Source: an optimization exercise on an open RTL-to-GDS flow (aim: small area, a short achievable clock period and few clock cycles). Production flows keep margins and buffers that such runs may drop.
The RTL was checked by simulation tests, not by an equivalence proof against the original design.

==> run R: inputs <==
## mipt_fpu
module mipt_fpu (
    input  wire        clk,
    input  wire        rst,
    input  wire        start,
    input  wire [3:0]  op,
    input  wire [63:0] a,
    input  wire [63:0] b,
    output reg         done,
    output wire [63:0] result
);
==> flow/config.mk <==
export PLATFORM = sky130hd
export DESIGN_NAME = mipt_fpu
export DESIGN_NICKNAME = mipt_fpu
export VERILOG_FILES = /design/flow/design.v
export SDC_FILE = /design/flow/constraint.sdc
export NUM_CORES = 4
export LEC_CHECK = 0
export CAP_MARGIN = 20
export CELL_PAD_IN_SITES_DETAIL_PLACEMENT = 1
export CELL_PAD_IN_SITES_GLOBAL_PLACEMENT = 1
export CORE_MARGIN = 2
export CORE_UTILIZATION = 35
export PLACE_DENSITY = 0.5
export SLEW_MARGIN = 20
==> flow/constraint.sdc <==
create_clock -name core_clock -period 22.0 [get_ports {clk}]
set_input_delay 4.4000 -clock core_clock [delete_from_list [all_inputs] [get_ports {clk}]]
set_output_delay 4.4000 -clock core_clock [all_outputs]
set_load 0.01 [all_outputs]
run.sh (not shown) runs the stock make flow with config.mk's settings and CLKGATE_MAP_FILE= SYNTH_SCRIPT=/design/flow/synth_recipe.tcl, a recipe that flattens the netlist after the stock synthesis.
==> inputs of run F, as changes to run R <==
--- a/flow/design.v
+++ b/flow/design.v
@@ -111,18 +111,21 @@
     wire [55:0] dvsh = ({56{c16}} & {16'd0, dv[55:17], |dv[16:0]})
                      | ({56{c4}}  & {4'd0, dv[55:5], |dv[4:0]})
                      | ({56{c1}}  & {1'b0, dv[55:2], |dv[1:0]})
                      | ({56{c0}}  & dv[55:0]);
     wire [5:0]  amt  = {1'b0, c16, 1'b0, c4, 1'b0, c1};
     wire [5:0]  cnt_n = cnt - amt;
     wire        al_fin  = st_align & clast;
     wire        al_step = st_align & ~clast;
-    wire [56:0] cmp = ({57{c_div}} & {qr[55:0], |acc})
-                    | ({57{c_sqrt}} & {1'b0, qr[53:0], |acc, 1'b0});
+    wire [56:0] cmp = ({57{c_mul}} & {acc[54:0], qr[55:54]})
+                    | ({57{c_div}} & {qr[55:0], 1'b0})
+                    | ({57{c_sqrt}} & {1'b0, qr[53:0], 2'b0})
+                    | {56'd0, (c_mul & (|qr[53:0])) | (c_div & (|acc))}
+                    | {55'd0, c_sqrt & (|acc), 1'b0};
     wire [56:0]        cmpn = cmp[56] ? {1'b0, cmp[56:2], cmp[1] | cmp[0]} : cmp;
     wire [56:0]        rs   = acc[56:0];
     wire               rinc = rs[2] & (rs[1] | rs[0] | rs[3]);
     wire r_left  = st_rnd & ~rs[55] & (ex > 14'sd1);
     wire r_l16   = r_left & (rs[55:40] == 16'd0) & (ex > 14'sd16);
     wire r_l1    = r_left & ~r_l16;
     wire r_den   = st_rnd & ~r_left & (ex < 14'sd1);
     wire r_all   = r_den & (ex < -14'sd57);
@@ -147,28 +150,24 @@
     wire        qA = ~sA[59];
     wire        aneg  = esub & sA[59];
     wire        azero = esub & (acc[55:0] == dvsh);
     wire        al_nz = al_fin & ~azero;
     wire        al_rn = al_nz & ~aneg;
     wire        i_ds = i_div | i_sq;
     wire sel_xm  = d_div | (d_add & xge) | (d_spec & sf_x);
     wire sel_ym  = d_add & ~xge;                 
-    wire m_last  = i_mul & it_last;
-    wire m_stk   = m_last & (|qr[55:2]);
-    wire sum_ovf = (al_fin & ~aneg) | m_last;
-    wire al_ovf  = sum_ovf & sA[56];             
-    wire t_sA    = (sum_ovf & ~sA[56]) | (al_fin & aneg) | st_neg | (i_ds & qA) | r_ok;
+    wire al_ovf  = al_fin & ~aneg & sA[56];      
+    wire t_sA    = (al_fin & ~al_ovf) | st_neg | (i_ds & qA) | r_ok;
     wire t_ax    = (i_ds & ~qA) | n_ash;
     wire [59:0] acc_n = ({60{st_idle}} & {5'd0, a[51:0], 3'd0})
                       | {5'd0, d_spec & sf_q & ~sf_y & ~sf_x, 54'd0}
                       | ({60{sel_xm}}  & {4'd0, xm, 3'd0})
                       | {4'd0, sel_ym & ~ye0, 55'd0}
-                      | ({60{i_mul & ~it_last}} & {{2{sA[59]}}, sA[59:2]})
-                      | {59'd0, m_stk}
+                      | ({60{i_mul}}   & {{2{sA[59]}}, sA[59:2]})
                       | ({60{t_ax}}    & a_x)
                       | ({60{t_sA}}    & sA)
                       | ({60{fin}}     & {3'd0, cmpn})
                       | ({60{al_ovf}}  & {4'd0, sA[56:2], sA[1] | sA[0]})
                       | ({60{r_l16}}   & {3'd0, rs[40:0], 16'd0})
                       | ({60{r_l1}}    & {3'd0, rs[55:0], 1'b0})
                       | ({60{r_rsh}}   & {4'd0, rs[56:2], rs[1] | rs[0]})
                       | {59'd0, r_all & (|rs)};
@@ -191,34 +190,33 @@
     wire [55:0] qr_n = ({56{d_mul}} & {3'd0, mq})
                      | ({56{i_mul}} & {sA[1:0], qr[55:2]})
                      | ({56{i_ds}}  & {qr[54:0], qA});
     wire qr_en = d_go | st_iter;
     wire signed [13:0] e_dl = ({14{st_norm & c_div}} & {{13{~acc[55] & dv[55]}}, acc[55] ^ dv[55]})
                             | ({14{n_dsh & ~c_div}} & 14'h3fff)
                             | ({14{r_l16}} & 14'h3ff0)
                             | ({14{r_l1}}  & 14'h3fff)
-                            | ({14{r_rsh | r_fin | st_align | i_mul}} & 14'd1)
+                            | ({14{r_rsh | r_fin | st_align}} & 14'd1)
                             | {13'd0, fin & cmp[56]};
     wire signed [13:0] e_adj = ex + e_dl;
     wire r_okc = r_ok & sA[56];
     wire r_okn = r_ok & ~sA[56] & sA[55];
     wire signed [13:0] ex_n = ({14{st_idle}} & {3'd0, a[62:52]})
                             | ({14{d_spec}}  & {3'd0, sres[62:52]})
                             | ({14{d_add}}   & {3'd0, be})
                             | ({14{d_mul | d_div}} & e_md)
                             | ({14{d_sq & ye0}} & 14'd1)
                             | ({14{d_sq & ~ye0}} & {e_sq[13], e_sq[13:1]})
                             | ({14{n_sqset}} & {e_sq[13], e_sq[13:1]})
-                            | ({14{(st_norm & ~n_sqset) | fin | (st_align & ~azero) | al_ovf | r_l16 | r_l1 | r_rsh | r_okc}} & e_adj)
-                            | ({14{m_last & ~sA[56]}} & ex)
+                            | ({14{(st_norm & ~n_sqset) | fin | (st_align & ~azero) | r_l16 | r_l1 | r_rsh | r_okc}} & e_adj)
                             | ({14{r_all}} & 14'd1)
                             | ({14{r_inf}} & 14'd2047)
                             | ({14{r_okn}} & ex);
-    wire ex_en = st_idle | st_dec | st_norm | fin | (al_fin & azero) | al_ovf | m_last | st_rnd;
+    wire ex_en = st_idle | st_dec | st_norm | fin | (al_fin & azero) | al_ovf | st_rnd;
     wire sgn_n = (st_idle & a[63] & (op != OP_ABS))
                | (d_spec & sres[63])
                | (d_add & (xge ? xs : ysa))
                | ((d_mul | d_div) & sxy)
                | (al_nz & (sgn ^ aneg));
     wire sgn_en = st_idle | st_dec | al_fin;
     wire [5:0] cnt_nx = ({6{d_add & ~dfar}} & dd[5:0])
                       | ({6{st_iter}} & (cnt + 6'd1))
@@ -283,23 +281,23 @@
             st_dec   <= st_idle & start & (op != OP_ABS);
             st_norm  <= (d_go & ~c_add & ~go_iter) | (st_norm & ~n_done);
             st_iter  <= go_iter | (st_iter & ~it_last);
             st_align <= stal_n;
             st_neg   <= stneg_n;
             sel_ax_acc <= imul_n | stal_n;
             sel_ax_div <= idiv_n | (stnorm_n & c_div);
             a_sub      <= mdg_n[0] | idiv_n | isq_n | (stal_n & esub_n) | stneg_n;
-            st_rnd   <= fin | m_last | al_rn | st_neg | (st_rnd & ~r_fin);
+            st_rnd   <= fin | al_rn | st_neg | (st_rnd & ~r_fin);
             if (go_iter) begin
                 i_mul <= c_mul; i_div <= c_div; i_sq <= c_sqrt;
             end else if (it_last) begin
                 i_mul <= 1'b0; i_div <= 1'b0; i_sq <= 1'b0;
             end
-            fin <= it_last & ~i_mul;
+            fin <= it_last;
         end
     end
 endmodule
 module mipt_fpu_add (
     input  wire [60:0] a,
     input  wire [60:0] b,
     output wire [60:0] s
 );
==> flow/config.mk (replaced) <==
export PLATFORM = sky130hd
export DESIGN_NAME = mipt_fpu
export DESIGN_NICKNAME = mipt_fpu
export VERILOG_FILES = /design/flow/design.v
export SDC_FILE = /design/flow/constraint.sdc
export NUM_CORES = 4
export LEC_CHECK = 0
export CAP_MARGIN = 20
export CELL_PAD_IN_SITES_DETAIL_PLACEMENT = 1
export CELL_PAD_IN_SITES_GLOBAL_PLACEMENT = 1
export CORE_MARGIN = 2
export CORE_UTILIZATION = 40
export PLACE_DENSITY = 0.5
export SLEW_MARGIN = 20
==> inputs of run G, as changes to run R <==
--- a/flow/design.v
+++ b/flow/design.v
@@ -111,18 +111,21 @@
     wire [55:0] dvsh = ({56{c16}} & {16'd0, dv[55:17], |dv[16:0]})
                      | ({56{c4}}  & {4'd0, dv[55:5], |dv[4:0]})
                      | ({56{c1}}  & {1'b0, dv[55:2], |dv[1:0]})
                      | ({56{c0}}  & dv[55:0]);
     wire [5:0]  amt  = {1'b0, c16, 1'b0, c4, 1'b0, c1};
     wire [5:0]  cnt_n = cnt - amt;
     wire        al_fin  = st_align & clast;
     wire        al_step = st_align & ~clast;
-    wire [56:0] cmp = ({57{c_div}} & {qr[55:0], |acc})
-                    | ({57{c_sqrt}} & {1'b0, qr[53:0], |acc, 1'b0});
+    wire [56:0] cmp = ({57{c_mul}} & {acc[54:0], qr[55:54]})
+                    | ({57{c_div}} & {qr[55:0], 1'b0})
+                    | ({57{c_sqrt}} & {1'b0, qr[53:0], 2'b0})
+                    | {56'd0, (c_mul & (|qr[53:0])) | (c_div & (|acc))}
+                    | {55'd0, c_sqrt & (|acc), 1'b0};
     wire [56:0]        cmpn = cmp[56] ? {1'b0, cmp[56:2], cmp[1] | cmp[0]} : cmp;
     wire [56:0]        rs   = acc[56:0];
     wire               rinc = rs[2] & (rs[1] | rs[0] | rs[3]);
     wire r_left  = st_rnd & ~rs[55] & (ex > 14'sd1);
     wire r_l16   = r_left & (rs[55:40] == 16'd0) & (ex > 14'sd16);
     wire r_l1    = r_left & ~r_l16;
     wire r_den   = st_rnd & ~r_left & (ex < 14'sd1);
     wire r_all   = r_den & (ex < -14'sd57);
@@ -147,28 +150,24 @@
     wire        qA = ~sA[59];
     wire        aneg  = esub & sA[59];
     wire        azero = esub & (acc[55:0] == dvsh);
     wire        al_nz = al_fin & ~azero;
     wire        al_rn = al_nz & ~aneg;
     wire        i_ds = i_div | i_sq;
     wire sel_xm  = d_div | (d_add & xge) | (d_spec & sf_x);
     wire sel_ym  = d_add & ~xge;                 
-    wire m_last  = i_mul & it_last;
-    wire m_stk   = m_last & (|qr[55:2]);
-    wire sum_ovf = (al_fin & ~aneg) | m_last;
-    wire al_ovf  = sum_ovf & sA[56];             
-    wire t_sA    = (sum_ovf & ~sA[56]) | (al_fin & aneg) | st_neg | (i_ds & qA) | r_ok;
+    wire al_ovf  = al_fin & ~aneg & sA[56];      
+    wire t_sA    = (al_fin & ~al_ovf) | st_neg | (i_ds & qA) | r_ok;
     wire t_ax    = (i_ds & ~qA) | n_ash;
     wire [59:0] acc_n = ({60{st_idle}} & {5'd0, a[51:0], 3'd0})
                       | {5'd0, d_spec & sf_q & ~sf_y & ~sf_x, 54'd0}
                       | ({60{sel_xm}}  & {4'd0, xm, 3'd0})
                       | {4'd0, sel_ym & ~ye0, 55'd0}
-                      | ({60{i_mul & ~it_last}} & {{2{sA[59]}}, sA[59:2]})
-                      | {59'd0, m_stk}
+                      | ({60{i_mul}}   & {{2{sA[59]}}, sA[59:2]})
                       | ({60{t_ax}}    & a_x)
                       | ({60{t_sA}}    & sA)
                       | ({60{fin}}     & {3'd0, cmpn})
                       | ({60{al_ovf}}  & {4'd0, sA[56:2], sA[1] | sA[0]})
                       | ({60{r_l16}}   & {3'd0, rs[40:0], 16'd0})
                       | ({60{r_l1}}    & {3'd0, rs[55:0], 1'b0})
                       | ({60{r_rsh}}   & {4'd0, rs[56:2], rs[1] | rs[0]})
                       | {59'd0, r_all & (|rs)};
@@ -191,34 +190,33 @@
     wire [55:0] qr_n = ({56{d_mul}} & {3'd0, mq})
                      | ({56{i_mul}} & {sA[1:0], qr[55:2]})
                      | ({56{i_ds}}  & {qr[54:0], qA});
     wire qr_en = d_go | st_iter;
     wire signed [13:0] e_dl = ({14{st_norm & c_div}} & {{13{~acc[55] & dv[55]}}, acc[55] ^ dv[55]})
                             | ({14{n_dsh & ~c_div}} & 14'h3fff)
                             | ({14{r_l16}} & 14'h3ff0)
                             | ({14{r_l1}}  & 14'h3fff)
-                            | ({14{r_rsh | r_fin | st_align | i_mul}} & 14'd1)
+                            | ({14{r_rsh | r_fin | st_align}} & 14'd1)
                             | {13'd0, fin & cmp[56]};
     wire signed [13:0] e_adj = ex + e_dl;
     wire r_okc = r_ok & sA[56];
     wire r_okn = r_ok & ~sA[56] & sA[55];
     wire signed [13:0] ex_n = ({14{st_idle}} & {3'd0, a[62:52]})
                             | ({14{d_spec}}  & {3'd0, sres[62:52]})
                             | ({14{d_add}}   & {3'd0, be})
                             | ({14{d_mul | d_div}} & e_md)
                             | ({14{d_sq & ye0}} & 14'd1)
                             | ({14{d_sq & ~ye0}} & {e_sq[13], e_sq[13:1]})
                             | ({14{n_sqset}} & {e_sq[13], e_sq[13:1]})
-                            | ({14{(st_norm & ~n_sqset) | fin | (st_align & ~azero) | al_ovf | r_l16 | r_l1 | r_rsh | r_okc}} & e_adj)
-                            | ({14{m_last & ~sA[56]}} & ex)
+                            | ({14{(st_norm & ~n_sqset) | fin | (st_align & ~azero) | r_l16 | r_l1 | r_rsh | r_okc}} & e_adj)
                             | ({14{r_all}} & 14'd1)
                             | ({14{r_inf}} & 14'd2047)
                             | ({14{r_okn}} & ex);
-    wire ex_en = st_idle | st_dec | st_norm | fin | (al_fin & azero) | al_ovf | m_last | st_rnd;
+    wire ex_en = st_idle | st_dec | st_norm | fin | (al_fin & azero) | al_ovf | st_rnd;
     wire sgn_n = (st_idle & a[63] & (op != OP_ABS))
                | (d_spec & sres[63])
                | (d_add & (xge ? xs : ysa))
                | ((d_mul | d_div) & sxy)
                | (al_nz & (sgn ^ aneg));
     wire sgn_en = st_idle | st_dec | al_fin;
     wire [5:0] cnt_nx = ({6{d_add & ~dfar}} & dd[5:0])
                       | ({6{st_iter}} & (cnt + 6'd1))
@@ -283,23 +281,23 @@
             st_dec   <= st_idle & start & (op != OP_ABS);
             st_norm  <= (d_go & ~c_add & ~go_iter) | (st_norm & ~n_done);
             st_iter  <= go_iter | (st_iter & ~it_last);
             st_align <= stal_n;
             st_neg   <= stneg_n;
             sel_ax_acc <= imul_n | stal_n;
             sel_ax_div <= idiv_n | (stnorm_n & c_div);
             a_sub      <= mdg_n[0] | idiv_n | isq_n | (stal_n & esub_n) | stneg_n;
-            st_rnd   <= fin | m_last | al_rn | st_neg | (st_rnd & ~r_fin);
+            st_rnd   <= fin | al_rn | st_neg | (st_rnd & ~r_fin);
             if (go_iter) begin
                 i_mul <= c_mul; i_div <= c_div; i_sq <= c_sqrt;
             end else if (it_last) begin
                 i_mul <= 1'b0; i_div <= 1'b0; i_sq <= 1'b0;
             end
-            fin <= it_last & ~i_mul;
+            fin <= it_last;
         end
     end
 endmodule
 module mipt_fpu_add (
     input  wire [60:0] a,
     input  wire [60:0] b,
     output wire [60:0] s
 );
==> qor_table.md <==
| Parameter | This run | Unit |
| --- | --- | --- |
| Non-clock buffers, area share | 0.09151 | - |
| Outcome | complete, no violations | - |
| Cells after synthesis | 3829 | - |
| Uppermost layer routed | met5 | - |
[end of results for run G]
==> qor_table.md <==
| Parameter | This run | Unit |
| --- | --- | --- |
| Outcome | complete, no violations | - |
| Uppermost layer routed | met4 | - |
| Cells after synthesis | 3787 | - |
| Largest family of logic cells by synthesized area | compound AO/OA/AOI/OAI gates | - |
| Post_cts resized | 0 | - |
| Depth of the worst hold-timing path | 2 | - |
| Non-clock buffers, area share | 0.08834 | - |
| Area after DPL | 32260 | sq um |
[end of results for run R]
==> qor_table.md <==
| Parameter | This run | Unit |
| --- | --- | --- |
| Outcome | complete, no violations | - |
| Non-clock buffers, area share | 0.08988 | - |
| Uppermost layer routed | met5 | - |
| Cells after synthesis | 3829 | - |
[end of results for run F]
Testbench counts of run R, summed over its fixed seeds: cycles 149,561.
Testbench counts of run F, summed over its fixed seeds: cycles 150,732.
Testbench counts of run G, summed over its fixed seeds: cycles 150,732.

-- separate check: timing with driven ports --
No port has a modelled driver above. Below, the same layouts with a new extraction and two added sets of constraints.
Step 1 (the two cells are an assumption about what drives the block):
set clk [get_ports {clk}]
set_driving_cell -lib_cell sky130_fd_sc_hd__clkbuf_16 $clk
set_driving_cell -lib_cell sky130_fd_sc_hd__buf_2 [delete_from_list [all_inputs] $clk]
Step 2, shift: input delay + t, output delay - t, t = (earliest + latest rising clock arrival at the registers) / 2. This alone moves slack from input paths to output paths.
Slacks: no drivers / after step 1 / after step 2; pairs: no drivers / after step 1.
run	shift t [ns]	slack for setup (ns)	latest minus earliest clock arrival (ns)	worst register clock-pin slew, ns	pins driven straight from the clock port
run R	0.636	14.410 / 14.410 / 14.410	0.047 / 0.046	0.07 / 0.07	1
run F	0.636	14.862 / 14.862 / 14.862	0.046 / 0.046	0.06 / 0.06	1
run G	0.645	14.936 / 14.936 / 14.936	0.049 / 0.049	0.07 / 0.07	1
After both steps setup and hold are still met in every run listed.
